This is an optimization exercise on Yosys and OpenROAD, whose aim is small area, a short achievable clock period and few clock cycles, not a production implementation. Where RTL was checked, it was by simulation tests only, not by an equivalence proof against the original. Power figures rest on the tool's default switching activity, not on a simulated workload.

run 1:
Design frame_reader, start of the top module:
module frame_reader (
    input  wire       clk,
    input  wire       rst,
    input  wire       in_valid,
    output wire       in_ready,
    input  wire [7:0] in_data,
    output wire       out_valid,
    input  wire       out_ready,
    output wire [7:0] out_data,
    output wire       out_last,
    output wire       out_discard
);
    localparam [7:0] MAGIC0      = 8'h55;
    localparam [7:0] MAGIC1      = 8'hAA;
    localparam [7:0] MAX_PAYLOAD = 8'd57;
    localparam [2:0] S_IDLE = 3'd0,    
                     S_M1   = 3'd1,    
                     S_ID   = 3'd2,    
                     S_LS   = 3'd3,    
                     S_LEN  = 3'd4,    
                     S_BODY = 3'd5;    
    reg        in_rdy_r;
    reg        bv;                     
    reg  [7:0] b;
    assign in_ready = in_rdy_r;
    always @(posedge clk) begin
        b  <= in_data;
  ...
Settings: LEC_CHECK=0, CAP_MARGIN=20, CORE_MARGIN=2, CORE_UTILIZATION=40, PLACE_DENSITY=0.6, SLEW_MARGIN=20; clock period 6.0 ns.
run.sh (not shown) runs the stock make flow with config.mk's settings and CLKGATE_MAP_FILE= SYNTH_SCRIPT=/design/flow/synth_recipe.tcl, a recipe that flattens the netlist after the stock synthesis.
Run 1 ended with every stage complete and zero timing, DRC or antenna violations.
Edits applied to the flow inputs when going from run 1 to run 2:
# run 1
export LEC_CHECK = 0
export CAP_MARGIN = 20
export CORE_MARGIN = 2
export CORE_UTILIZATION = 40
export PLACE_DENSITY = 0.6
export SLEW_MARGIN = 20
create_clock -name core_clock -period 6.0 [get_ports {clk}]
# run 2
export LEC_CHECK = 0
export CAP_MARGIN = 20
export CORE_MARGIN = 2
export CORE_UTILIZATION = 40
export PLACE_DENSITY = 0.6
export SETUP_SLACK_MARGIN = 3.8
export SLEW_MARGIN = 20
export TNS_END_PERCENT = 100
create_clock -name core_clock -period 6.0 [get_ports {clk}]
Results
- Cell with the largest stage delay on the worst path = sky130_fd_sc_hd__nand2b_1: run 1; cell with the largest stage delay on the worst path = sky130_fd_sc_hd__mux4_2: run 2
- Run 2 vs run 1, power went down by about 1.3%.
- Run 2 vs run 1: clock network fraction of total power down in run 2
- Run 2 ended up with a lower maximum number of pins on one net before global-route repair than run 1 did.
- The post-place setup slack reported for run 2 is greater than that of run 1 by 730 ps.
- Higher fraction of area in multi-input gates was reported by run 2, not run 1.
- Higher fraction of met2 tracks used by global routing goes to run 2 over run 1.
- NOTE non-clock buffer count run 1->run 2 increased by more than 100%
- Delta(share of final layout cell area taken by non-clock buffers, run 2 - run 1) > 0
- Comparing run 2 with run 1, the combinational power came out essentially unchanged.
Relative to run 2, the following input files were edited for run 3:
# run 2
export LEC_CHECK = 0
export CAP_MARGIN = 20
export CORE_MARGIN = 2
export CORE_UTILIZATION = 40
export PLACE_DENSITY = 0.6
export SETUP_SLACK_MARGIN = 3.8
export SLEW_MARGIN = 20
export TNS_END_PERCENT = 100
create_clock -name core_clock -period 6.0 [get_ports {clk}]
# run 3
export LEC_CHECK = 0
export ABC_CLOCK_PERIOD_IN_PS = 2000
export CAP_MARGIN = 20
export CORE_MARGIN = 2
export CORE_UTILIZATION = 40
export PLACE_DENSITY = 0.6
export SETUP_SLACK_MARGIN = 3.8
export SLEW_MARGIN = 20
export TNS_END_PERCENT = 100
create_clock -name core_clock -period 6.0 [get_ports {clk}]
## What came out
Run 3 against run 2: worst path arrival time held, synthesis-to-layout area growth essentially unchanged, critical path depth roughly the same, area after synthesis closely matched the old numbers, total track usage saw little to no change. Layout filler cell count came out exactly the same in run 3 and run 2. Re worst hold slack: no difference whatsoever between run 2 and run 3. From run 2 to run 3 the numbers moved as follows: setup slack comparable, top-level port count comparable, wire length comparable.
No run of this note included a check of the RTL's function; only the layout flow was run.

Setup of build 97:
Another version of the RTL of frame_reader (not shown whole).
Size in the first run: ~1600 cells after synthesis, about 650 flip-flops, about 24 I/O pins, about 25000 sq um of cells after synthesis.
Settings: LEC_CHECK=0, CAP_MARGIN=20, CORE_MARGIN=2, CORE_UTILIZATION=50, CTS_CLUSTER_DIAMETER=80, CTS_CLUSTER_SIZE=24, GPL_ROUTABILITY_DRIVEN=0, PLACE_DENSITY=0.65, SETUP_SLACK_MARGIN=3.8, SLEW_MARGIN=20, TNS_END_PERCENT=100; clock period 6.0 ns.
Testbench counts of build 97, summed over its fixed seeds: cycles 32,718.
--- input diff build 97..build 15 ---
Settings: swapping 50 for 65 in CORE_UTILIZATION; clearing GPL_ROUTABILITY_DRIVEN, which used to be 0; swapping 0.65 for 0.8 in PLACE_DENSITY.
Findings:
Wire length reported by the detailed router, build 15 and build 97: larger value in build 15
Build 15 vs build 97: core utilization up
Taking build 97 as 1.0, build 15 lands at 1.16 on non-clock buffer instance count of the final layout.
diff inputs: build 15 => build 1
Settings: CAP_MARGIN: 20 -> 10; SLEW_MARGIN: 20 -> 10; CORE_UTILIZATION: 65 -> 50; PLACE_DENSITY: 0.8 -> 0.65.
The final layout from build 15, which completed every stage, passed the timing, DRC and antenna checks at the end of the flow. Build 1 went all the way through the flow, and no timing, DRC or antenna check failed. Diff build 15 -> build 1: utilization after layout lower; design area flat; via count of the first global-routing pass lower; arrival time reported for the critical path endpoint decreased by 2.01 ns relative to the old numbers; wire length of the first global-routing pass increased about 2%.
> inputs changed (build 1 -> build 52)
Settings: CAP_MARGIN now 20, was 10; SLEW_MARGIN now 20, was 10; TNS_END_PERCENT now 50, was 100.
## What came out
Insertion delay of the later-clocked pin in the worst-skew pair in build 52 vs build 1: up 0.05 ns
Comparing met2 routed wirelength for build 1 and build 52, the bigger number came from build 1.
Build 52 ended up with a lower final area than build 1 did.
Compared with build 1, build 52 shows a higher fraction of power consumed by sequential logic.

Another version of the RTL of frame_reader (not shown whole).
Size in the first run: roughly 660 flip-flops, roughly 24 I/O pins.
Settings: LEC_CHECK=0, CAP_MARGIN=20, CORE_MARGIN=2, CORE_UTILIZATION=55, PLACE_DENSITY=0.7, SETUP_SLACK_MARGIN=3.7, SLEW_MARGIN=20, TNS_END_PERCENT=100; clock period 6.0 ns.
Rerun with:
--- a/flow/config.mk
+++ b/flow/config.mk
@@ -9,4 +9,6 @@
 export CORE_MARGIN = 2
-export CORE_UTILIZATION = 55
-export PLACE_DENSITY = 0.7
+export CORE_UTILIZATION = 40
+export CTS_CLUSTER_DIAMETER = 100
+export CTS_CLUSTER_SIZE = 30
+export PLACE_DENSITY = 0.6
 export SETUP_SLACK_MARGIN = 3.7
- clock skew rises by 0.020 ns
- count of clock-buffer cells in the layout falls by 45
- wire length goes up slightly
- setup slack gets worse by 0.067 ns
Rerun with:
--- a/flow/config.mk
+++ b/flow/config.mk
@@ -10,6 +10,4 @@
 export CORE_UTILIZATION = 40
-export CTS_CLUSTER_DIAMETER = 100
-export CTS_CLUSTER_SIZE = 30
 export PLACE_DENSITY = 0.6
-export SETUP_SLACK_MARGIN = 3.7
+export SETUP_SLACK_MARGIN = 3.8
 export SLEW_MARGIN = 20
What happened: Routed wire length came out higher by 7.3%. Final cell count is higher by 4.2%. Clock skew drops by 0.016 ns. Setup slack gets better by 0.14 ns. Synthesized cell count does not change. Core utilization climbs by 3.5 points. Combinational power came out higher by about 4%.
Rerun with:
--- a/flow/config.mk
+++ b/flow/config.mk
@@ -9,5 +9,7 @@
 export CORE_MARGIN = 2
-export CORE_UTILIZATION = 40
-export PLACE_DENSITY = 0.6
-export SETUP_SLACK_MARGIN = 3.8
+export CORE_UTILIZATION = 55
+export CTS_CLUSTER_DIAMETER = 60
+export CTS_CLUSTER_SIZE = 20
+export PLACE_DENSITY = 0.7
+export SETUP_SLACK_MARGIN = 3.7
 export SLEW_MARGIN = 20
Non-clock buffer count went down by 17. Register-to-register slack gets worse by 0.11 ns. Worst setup slack gets worse by 0.11 ns. Total power decreases by 9.8%. Combinational power falls by about 10%. Clock skew is about the same.
Rerun with:
--- a/flow/config.mk
+++ b/flow/config.mk
@@ -9,7 +9,7 @@
 export CORE_MARGIN = 2
-export CORE_UTILIZATION = 55
-export CTS_CLUSTER_DIAMETER = 60
-export CTS_CLUSTER_SIZE = 20
-export PLACE_DENSITY = 0.7
-export SETUP_SLACK_MARGIN = 3.7
+export CORE_UTILIZATION = 40
+export CTS_CLUSTER_DIAMETER = 80
+export CTS_CLUSTER_SIZE = 24
+export PLACE_DENSITY = 0.6
+export SETUP_SLACK_MARGIN = 3.65
 export SLEW_MARGIN = 20
What happened: Wire length went up slightly. Setup slack improved by 0.061 ns. Synthesized area is unchanged. Non-clock buffer count fell by 10. Core utilization went down by 18 points. Cell area is lower slightly. Register-to-register slack gains 0.06 ns. Final cell count climbs by roughly a tenth. Die area went up by well over a third.
Function was not checked in any run of this note: the RTL went through the layout flow alone.

The RTL this note starts from:
==> flow/design.v <==
module frame_reader (
    input  wire       clk,
    input  wire       rst,
    input  wire       in_valid,
    output wire       in_ready,
    input  wire [7:0] in_data,
    output wire       out_valid,
    input  wire       out_ready,
    output wire [7:0] out_data,
    output wire       out_last,
    output wire       out_discard
);
    localparam [7:0] MAGIC0      = 8'h55;
    localparam [7:0] MAGIC1      = 8'hAA;
    localparam [7:0] MAX_PAYLOAD = 8'd57;
    localparam [2:0] S_IDLE = 3'd0,    
                     S_M1   = 3'd1,    
                     S_ID   = 3'd2,    
                     S_LS   = 3'd3,    
                     S_LEN  = 3'd4,    
                     S_BODY = 3'd5;    
    reg        in_rdy_r;
    assign in_ready = in_rdy_r;
    wire       bv = in_valid && in_rdy_r;
    wire [7:0] b  = in_data;
    reg  [7:0] ring [0:63];
    reg  [6:0] wptr;                   
    reg  [6:0] rptr;                   
    reg  [2:0] st;
    reg  [5:0] rem;                    
    reg [15:0] crc;                    
    reg        dec_v;                  
    reg        dec_bad;                
    reg  [5:0] dec_ld;                 
    reg  [5:0] dec_la;                 
    wire store = bv && (st == S_ID || st == S_LS || st == S_LEN || st == S_BODY);
    reg [15:0] crc_next;
    integer    i;
    always @* begin
        crc_next = ((st == S_LEN) ? 16'h0000 : crc) ^ {8'h00, b};
        for (i = 0; i < 8; i = i + 1) begin
            if (crc_next[0])
                crc_next = (crc_next >> 1) ^ 16'h8408;
            else
                crc_next = crc_next >> 1;
        end
    end
    always @(posedge clk) begin
        if (store)
            ring[wptr[5:0]] <= b;
    end
    reg  [6:0] q_ent [0:3];
    reg  [2:0] q_wp, q_rp;             
    wire       push      = dec_v;
    wire       push_disc = dec_bad || (crc != 16'h0000);
    wire [5:0] push_last = push_disc ? dec_ld : dec_la;
    always @(posedge clk) begin
        if (rst) begin
            st    <= S_IDLE;
            wptr  <= 7'd0;
            dec_v <= 1'b0;
        end else begin
            dec_v  <= 1'b0;
            if (push && !push_disc)
                wptr <= wptr - 7'd2;           
            else if (store)
                wptr <= wptr + 7'd1;
            if (bv) begin
                case (st)
                    S_IDLE: if (b == MAGIC0) st <= S_M1;
                    S_M1:   if (b == MAGIC1) st <= S_ID;
                            else if (b != MAGIC0) st <= S_IDLE;
                    S_ID:   st <= S_LS;
                    S_LS:   st <= S_LEN;
                    S_LEN: begin
                        rem <= b[5:0];
                        crc <= crc_next;
                        if (b > MAX_PAYLOAD) begin
                            st      <= S_IDLE;
                            dec_v   <= 1'b1;
                        end else begin
                            st <= S_BODY;
                        end
                    end
                    S_BODY: begin
                        rem <= rem - 6'd1;
                        crc <= crc_next;
                        if (rem == 6'h3F) begin
                            st      <= S_IDLE;
                            dec_v   <= 1'b1;
                        end
                    end
                    default: st <= S_IDLE;
                endcase
            end
        end
    end
    always @(posedge clk) begin
        dec_bad <= (st == S_LEN);         
        dec_ld  <= wptr[5:0];
        dec_la  <= wptr[5:0] - 6'd2;
        if (push)
            q_ent[q_wp[1:0]] <= {push_disc, push_last};
        if (rst)
            q_wp <= 3'd0;
        else if (push)
            q_wp <= q_wp + 3'd1;
    end
    reg        ov;
    reg  [7:0] od;
    reg        ol;
    reg        odisc;
    reg  [7:0] h_od;
    reg        h_ol;
    reg        h_odisc;
    reg        cur_v;
    reg        cur_disc;
    reg  [5:0] cur_last;
    reg  [1:0] pre;                    
    reg  [7:0] rsel_hi;
    reg  [7:0] rsel_lo;
    assign out_valid   = ov;
    assign out_data    = od;
    assign out_last    = ol;
    assign out_discard = odisc;
    wire       have   = (q_wp != q_rp);
    wire [6:0] head   = q_ent[q_rp[1:0]];
    wire       in_pre = cur_disc && !pre[1];
    wire       b_last = !in_pre && (rptr[5:0] == cur_last);
    wire       adv    = !ov || out_ready;
    wire       load   = !cur_v || b_last;    
    reg  [7:0] rdata;
    reg  [7:0] grp;
    integer    g, k;
    always @* begin
        rdata = 8'h00;
        for (g = 0; g < 8; g = g + 1) begin
            grp = 8'h00;
            for (k = 0; k < 8; k = k + 1)
                grp = grp | (ring[8 * g + k] & {8{rsel_lo[k]}});
            rdata = rdata | (grp & {8{rsel_hi[g]}});
        end
    end
    wire [7:0] nd = in_pre ? (pre[0] ? MAGIC1 : MAGIC0) : rdata;
    always @(posedge clk) begin
        od    <= adv ? nd : ~h_od;
        ol    <= adv ? b_last : ~h_ol;
        odisc <= adv ? cur_disc : ~h_odisc;
        if (adv) begin
            h_od    <= ~nd;
            h_ol    <= ~b_last;
            h_odisc <= ~cur_disc;
            if (load) begin
                cur_disc <= head[6];
                cur_last <= head[5:0];
            end
        end
        if (rst) begin
            ov      <= 1'b0;
            cur_v   <= 1'b0;
            pre     <= 2'd0;
            rptr    <= 7'd0;
            rsel_hi <= 8'h01;
            rsel_lo <= 8'h01;
            q_rp    <= 3'd0;
        end else if (adv) begin
            ov <= cur_v;
            if (load) begin
                cur_v <= have;
                if (have)
                    q_rp <= q_rp + 3'd1;
            end
            if (cur_v) begin
                if (in_pre) begin
                    pre <= pre + 2'd1;
                end else begin
                    rptr    <= rptr + 7'd1;
                    rsel_lo <= {rsel_lo[6:0], rsel_lo[7]};
                    if (rsel_lo[7])
                        rsel_hi <= {rsel_hi[6:0], rsel_hi[7]};
                end
                if (b_last)
                    pre <= 2'd0;
            end
        end
    end
    wire [6:0] occ  = wptr - rptr;
    wire [2:0] qcnt = q_wp - q_rp;
    always @(posedge clk) begin
        if (rst)
            in_rdy_r <= 1'b1;
        else
            in_rdy_r <= (occ <= 7'd62) && (qcnt <= 3'd3);
    end
endmodule
export LEC_CHECK = 0
export CAP_MARGIN = 5
export CORE_MARGIN = 2
export CORE_UTILIZATION = 50
export CTS_CLUSTER_DIAMETER = 80
export CTS_CLUSTER_SIZE = 24
export PLACE_DENSITY = 0.65
export SETUP_SLACK_MARGIN = 3.8
export SLEW_MARGIN = 5
export TNS_END_PERCENT = 100
create_clock -name core_clock -period 6.0 [get_ports {clk}]
The starting point produced a clean layout.
Testbench counts at the start, summed over its fixed seeds: cycles 32,718.
==> next run, changes <==
- CAP_MARGIN: 5 -> 20
- CORE_UTILIZATION: 50 -> 40
- PLACE_DENSITY: 0.65 -> 0.6
- SLEW_MARGIN: 5 -> 20
=>
- total power fell by 2.6%
- final cell count rose by 5.5%
- global-route usage fell by 5.0 points
- design area rose by 0.57%
- register-to-register slack hardly moves
- flip-flop and latch count is unchanged
- clock-buffer cell count rose by 3
- sequential share of layout area fell by 0.36 points
- setup slack loses 47 ps
==> next run, changes <==
- CORE_UTILIZATION: 40 -> 50
- GPL_TIMING_DRIVEN: unset -> 0
- PLACE_DENSITY: 0.6 -> 0.65
The new run finished with timing, DRC and antenna clean.
Power climbs by 1.6%.
Clock skew is higher by 14 ps.
Worst setup slack loses 240 ps.
Clock power stays flat.
Hold slack got worse by 17 ps.
Sequential cell count stays the same.
==> next run, changes <==
- CORE_UTILIZATION: 50 -> 55
- GPL_TIMING_DRIVEN: 0 -> unset
- PLACE_DENSITY: 0.65 -> 0.7
The new run completed without violations; worst hold slack improved by 12 ps; area after synthesis does not change; count of clock-buffer cells in the layout went up by 1; worst setup slack improved by 240 ps; sequential cell count stays the same; core utilization went up by 2.2 points; die area went down by about 9%; sequential share of layout area went up by 4.3 points; first-iteration DRC count went down by 4.0%; final area went down by 6.3%.

// frame_reader: RTL as listed in full above, without the edits since
Settings: LEC_CHECK=0, CAP_MARGIN=20, CORE_MARGIN=2, CORE_UTILIZATION=50, CTS_CLUSTER_DIAMETER=70, CTS_CLUSTER_SIZE=20, PLACE_DENSITY=0.65, SETUP_SLACK_MARGIN=3.8, SLEW_MARGIN=20, TNS_END_PERCENT=100; clock period 6.0 ns.
The baseline finished clean.
Testbench counts at the start, summed over its fixed seeds: cycles 32,718.
Edit:
CTS_CLUSTER_DIAMETER = 80   (was 70)
CTS_CLUSTER_SIZE = 24   (was 20)
SETUP_SLACK_MARGIN = 3.85   (was 3.8)
The new run went through all stages and came out clean.
Design area increases by a few percent.
Core utilization increases by 1.2 points.
Sequential power hardly moves.
Edit:
SETUP_SLACK_MARGIN = 3.8   (was 3.85)
The changed run finished with timing, DRC and antenna clean.
Non-clock buffer count came out lower by 24.
Die area does not change.
Hold slack gains 4.3 ps.
Final cell count came out lower by 0.91%.
Fmax came out lower by 0.32%.
Edit:
TNS_END_PERCENT = 20   (was 100)
Outcome: The new run completed with no timing, DRC or antenna violations. Clock-buffer cell count is higher by 1. Combinational power fell by about 4%. Total power went down by 0.81%. Final cell count fell by 1.0%. Global-route usage drops by 1.0 points. Area after synthesis does not change. Non-clock buffer count went down by 21. Via count went down by 1.5%. Die area is unchanged. Final area drops by 0.80%. Sequential cell count stays the same.
Edit:
CORE_UTILIZATION = 55   (was 50)
PLACE_DENSITY = 0.7   (was 0.65)
SETUP_SLACK_MARGIN = 3.75   (was 3.8)
TNS_END_PERCENT = 100   (was 20)
Outcome: Synthesized cell count is unchanged; count of clock-buffer cells in the layout came out higher by 2; die area came out lower by a little under a tenth; register-to-register slack is worse by 40 ps; non-clock buffer count came out lower by 6; final area came out lower slightly; sequential cell count stays the same; maximum frequency came out higher by a few percent; worst setup slack is better by 53 ps.

-- separate check: timing with driven ports --
No port has a modelled driver above. Below, the same layouts with a new extraction and two added sets of constraints. Step 1 (the two cells are an assumption about what drives the block):
set clk [get_ports {clk}]
set_driving_cell -lib_cell sky130_fd_sc_hd__clkbuf_16 $clk
set_driving_cell -lib_cell sky130_fd_sc_hd__buf_2 [delete_from_list [all_inputs] $clk]
Step 2 adds t to the input delays and takes it off the output delays; t is the mean of the earliest and latest rising clock arrival at the registers after step 1. Input paths then give back, and output paths get back, about the clock's delay inside the block. a / b / c = no drivers / after step 1 / after step 2; a / b = the first two.
| run | t, ns | setup WS [ns] | slew at the worst register clock pin (ns) |
|---|---|---|---|
| run 1 | 0.645 | 2.369 / 2.403 / 1.759 | 0.06 / 0.06 |
| run 2 | 0.679 | 3.186 / 3.186 / 2.747 | 0.07 / 0.07 |
| run 3 | 0.679 | 3.186 / 3.186 / 2.747 | 0.07 / 0.07 |
| build 97 | 0.635 | 3.750 / 3.688 / 3.222 | 0.10 / 0.10 |
| build 15 | 0.673 | 3.442 / 3.442 / 3.170 | 0.10 / 0.10 |
| build 1 | 0.621 | 3.760 / 3.704 / 3.210 | 0.10 / 0.10 |
| build 52 | 0.674 | 3.709 / 3.651 / 3.191 | 0.10 / 0.10 |
| the first run of note 3 | 0.635 | 3.592 / 3.592 / 3.165 | 0.07 / 0.07 |
| the second run of note 3 | 0.666 | 3.525 / 3.525 / 3.103 | 0.12 / 0.12 |
| the third run of note 3 | 0.653 | 3.661 / 3.660 / 3.315 | 0.07 / 0.07 |
| the fourth run of note 3 | 0.647 | 3.552 / 3.552 / 3.173 | 0.08 / 0.08 |
| the fifth run of note 3 | 0.631 | 3.614 / 3.614 / 3.045 | 0.10 / 0.10 |
| the first run of note 4 | 0.621 | 3.760 / 3.704 / 3.210 | 0.10 / 0.10 |
| the second run of note 4 | 0.669 | 3.713 / 3.652 / 3.190 | 0.10 / 0.10 |
| the third run of note 4 | 0.662 | 3.472 / 3.472 / 3.160 | 0.10 / 0.10 |
| the fourth run of note 4 | 0.679 | 3.711 / 3.651 / 3.187 | 0.10 / 0.10 |
| the first run of note 5 | 0.631 | 3.755 / 3.694 / 3.216 | 0.08 / 0.08 |
| the second run of note 5 | 0.620 | 3.767 / 3.712 / 3.264 | 0.10 / 0.10 |
| the third run of note 5 | 0.621 | 3.760 / 3.704 / 3.210 | 0.10 / 0.10 |
| the fourth run of note 5 | 0.629 | 3.677 / 3.614 / 3.189 | 0.10 / 0.10 |
| the fifth run of note 5 | 0.625 | 3.729 / 3.714 / 3.171 | 0.09 / 0.09 |
After both steps setup and hold are still met in every run listed. The setup slack of run 1, which loses most, moves by +0.034 ns with the drivers and by -0.610 ns with both steps.
